Source: an optimization exercise on an open RTL-to-GDS flow (aim: small area, a short achievable clock period and few clock cycles). Production flows keep margins and buffers that such runs may drop.
Only simulation tests tie the RTL to the original design; equivalence was not proved.

== build 62 ==
## qfu
module qfu (
    input  wire        clk,
    input  wire        rst,           
    input  wire        host_valid,
    input  wire        host_we,
    input  wire [4:0]  host_addr,
    input  wire [31:0] host_wdata,
    output wire        host_ready,
    output reg  [31:0] host_rdata,
    output wire        mem_req,
    output wire        mem_we,
    output wire [15:0] mem_addr,
    output wire [15:0] mem_wdata,
    input  wire        mem_ready,
    input  wire [15:0] mem_rdata
);
clock: 14.0 ns
lec_check: 0
abc_area: 1
cap_margin: 20
core_margin: 2
core_utilization: 50
place_density: 0.65
setup_slack_margin: 5
slew_margin: 20
synth_memory_max_bits: 8192
run.sh (not shown) runs the stock make flow with config.mk's settings and CLKGATE_MAP_FILE= SYNTH_SCRIPT=/design/flow/synth_recipe.tcl, a recipe that flattens the netlist after the stock synthesis.
Build 62 has completed all stages; timing, DRC and antenna checks passed.
Testbench counts of build 62, summed over its fixed seeds: cycles 10,962.
Setup changes, build 62 to build 59
# build 62
export LEC_CHECK = 0
export ABC_AREA = 1
export CAP_MARGIN = 20
export CORE_MARGIN = 2
export CORE_UTILIZATION = 50
export PLACE_DENSITY = 0.65
export SETUP_SLACK_MARGIN = 5
export SLEW_MARGIN = 20
export SYNTH_MEMORY_MAX_BITS = 8192
create_clock -name core_clock -period 14.0 [get_ports {clk}]
# build 59
export LEC_CHECK = 0
export ABC_AREA = 1
export CAP_MARGIN = 20
export CORE_MARGIN = 2
export CORE_UTILIZATION = 45
export CTS_BUF_LIST = sky130_fd_sc_hd__clkbuf_8
export PLACE_DENSITY = 0.62
export SETUP_SLACK_MARGIN = 5
export SLEW_MARGIN = 20
export SYNTH_MEMORY_MAX_BITS = 8192
create_clock -name core_clock -period 14.0 [get_ports {clk}]
### Flow results
[compare] base=build 62 new=build 59: minimum setup slack in the final design shows a reduction of 0.048 ns, sequential fraction of total cell area shows no meaningful change, wire length grew by about 2.6%, largest driver fanout on the critical path fell 14, number of resized instances in the post-cts repair step picked up an extra 25.
Going from build 62 to build 59, relative slew slack shrinks by 0.81 points.
What build 36 does differently from build 59 at the input level:
# build 59
export LEC_CHECK = 0
export ABC_AREA = 1
export CAP_MARGIN = 20
export CORE_MARGIN = 2
export CORE_UTILIZATION = 45
export CTS_BUF_LIST = sky130_fd_sc_hd__clkbuf_8
export PLACE_DENSITY = 0.62
export SETUP_SLACK_MARGIN = 5
export SLEW_MARGIN = 20
export SYNTH_MEMORY_MAX_BITS = 8192
create_clock -name core_clock -period 14.0 [get_ports {clk}]
# build 36
export LEC_CHECK = 0
export ABC_AREA = 1
export CAP_MARGIN = 20
export CORE_MARGIN = 2
export CORE_UTILIZATION = 40
export PLACE_DENSITY = 0.6
export SETUP_SLACK_MARGIN = 5
export SLEW_MARGIN = 20
export SYNTH_MEMORY_MAX_BITS = 8192
create_clock -name core_clock -period 14.0 [get_ports {clk}]
Notes after the runs:
Sequential share of layout area across build 59 and build 36: no real change.
Of build 59 and build 36, the higher die area belongs to build 36.
Any difference in layout overhead on the synthesized area between build 36 and build 59 is small enough to ignore.
Build 59 → build 36: average routed wire per standard cell moved down; post-place instance area level.
Diff build 59..build 36 | area after synthesis | unchanged
Worst reg-to-reg path cell count came out exactly the same in build 59 and build 36.
The post-route cell area on build 36 is in line with that on build 59.

---

Another version of the RTL of qfu (not shown whole).
Size: about 7,100 cells after synthesis, about 130 I/O pins.
==> flow/design.v (excerpt) <==
module qfu (
    input  wire        clk,
    input  wire        rst,           
    input  wire        host_valid,
    input  wire        host_we,
    input  wire [4:0]  host_addr,
    input  wire [31:0] host_wdata,
    output wire        host_ready,
    output reg  [31:0] host_rdata,
    output wire        mem_req,
    output wire        mem_we,
    output wire [15:0] mem_addr,
    output wire [15:0] mem_wdata,
    input  wire        mem_ready,
    input  wire [15:0] mem_rdata
);
    localparam [7:0] OP_LDI      = 8'h01,
                     OP_HI       = 8'h02,
                     OP_LO       = 8'h03,
                     OP_PACK     = 8'h04,
                     OP_CVT_N    = 8'h10,
                     OP_CVT_S    = 8'h11,
                     OP_CVT_1516 = 8'h12,
                     OP_CVT_Q15  = 8'h13,
                     OP_CVT_Q16  = 8'h14,
                     OP_ABS      = 8'h20,
                     OP_M1515    = 8'h21,
                     OP_M1516    = 8'h22,
                     OP_M151616  = 8'h23,
                     OP_M1616    = 8'h24,
                     OP_M3216    = 8'h25,
                     OP_M32U16   = 8'h26,
                     OP_M161616  = 8'h27,
                     OP_M1616U16 = 8'h28,
                     OP_M16161616= 8'h29,
                     OP_VMUL     = 8'h2A,
                     OP_DIV      = 8'h2B,
                     OP_INTERP   = 8'h30,
                     OP_LUT      = 8'h31,
                     OP_SIN      = 8'h40;
    localparam [2:0] S_IDLE = 3'd0,
                     S_EX   = 3'd1,    
                     S_DIV  = 3'd2,
                     S_VRD  = 3'd3,
                     S_VWR  = 3'd4,
                     S_LRD1 = 3'd5,
                     S_LRD2 = 3'd6;
    reg  [2:0]  state;
    reg  [1:0]  ph;
    reg         ill;
    reg  [31:0] cmd;
    reg  [511:0] rf;       
    reg  [16:0] dreg;      
  ...
clock: 14.0 ns
lec_check: 0
abc_area: 1
cap_margin: 20
core_margin: 2
core_utilization: 50
cts_buf_list: sky130_fd_sc_hd__clkbuf_8
place_density: 0.65
setup_slack_margin: 5
slew_margin: 20
synth_memory_max_bits: 8192
The baseline finished clean.
Testbench counts at the start, summed over its fixed seeds: cycles 10,736.
Next try:
- CORE_UTILIZATION: 50 -> 45
- PLACE_DENSITY: 0.65 -> 0.62
Clock-buffer cell count is lower by 8. Core utilization is lower by 5.9 points. Area after synthesis stays the same. Routed wire length is lower by 0.81%. Via count is lower by 0.87%. Sequential share of layout area hardly moves. Hold slack hardly moves. Design area hardly moves.

[separate check: timing with driven ports]
How much do the figures lean on ideal ports? The routed layouts below were timed once more, with nothing changed but the port constraints. Step 1 sets driving cells, clkbuf_16 on the clock port and buf_2 on the other inputs (assumed; they add their load-dependent delay and slew). Step 2 times the ports against the registers' clock, not the clock port: input delays grow and output delays shrink by t, the midpoint of the rising clock arrivals with the driver on. Three values: ideal ports, drivers, drivers and shift; two values: the first two.
| run | t (ns) | setup slack, ns | clock arrival spread, ns |
|---|---|---|---|
| build 62 | 0.752 | 5.032 / 4.965 / 4.358 | 0.056 / 0.057 |
| build 59 | 0.914 | 4.984 / 4.963 / 4.194 | 0.076 / 0.076 |
| build 36 | 0.754 | 4.980 / 4.942 / 4.403 | 0.090 / 0.089 |
| the first run of note 2 | 0.869 | 5.134 / 5.072 / 4.297 | 0.097 / 0.097 |
| the second run of note 2 | 0.902 | 5.052 / 4.997 / 4.202 | 0.073 / 0.073 |
After both steps setup and hold are still met in every run listed. For the second run of note 2, which loses most, drivers alone change the setup slack by -0.055 ns; drivers and shift together by -0.850 ns.
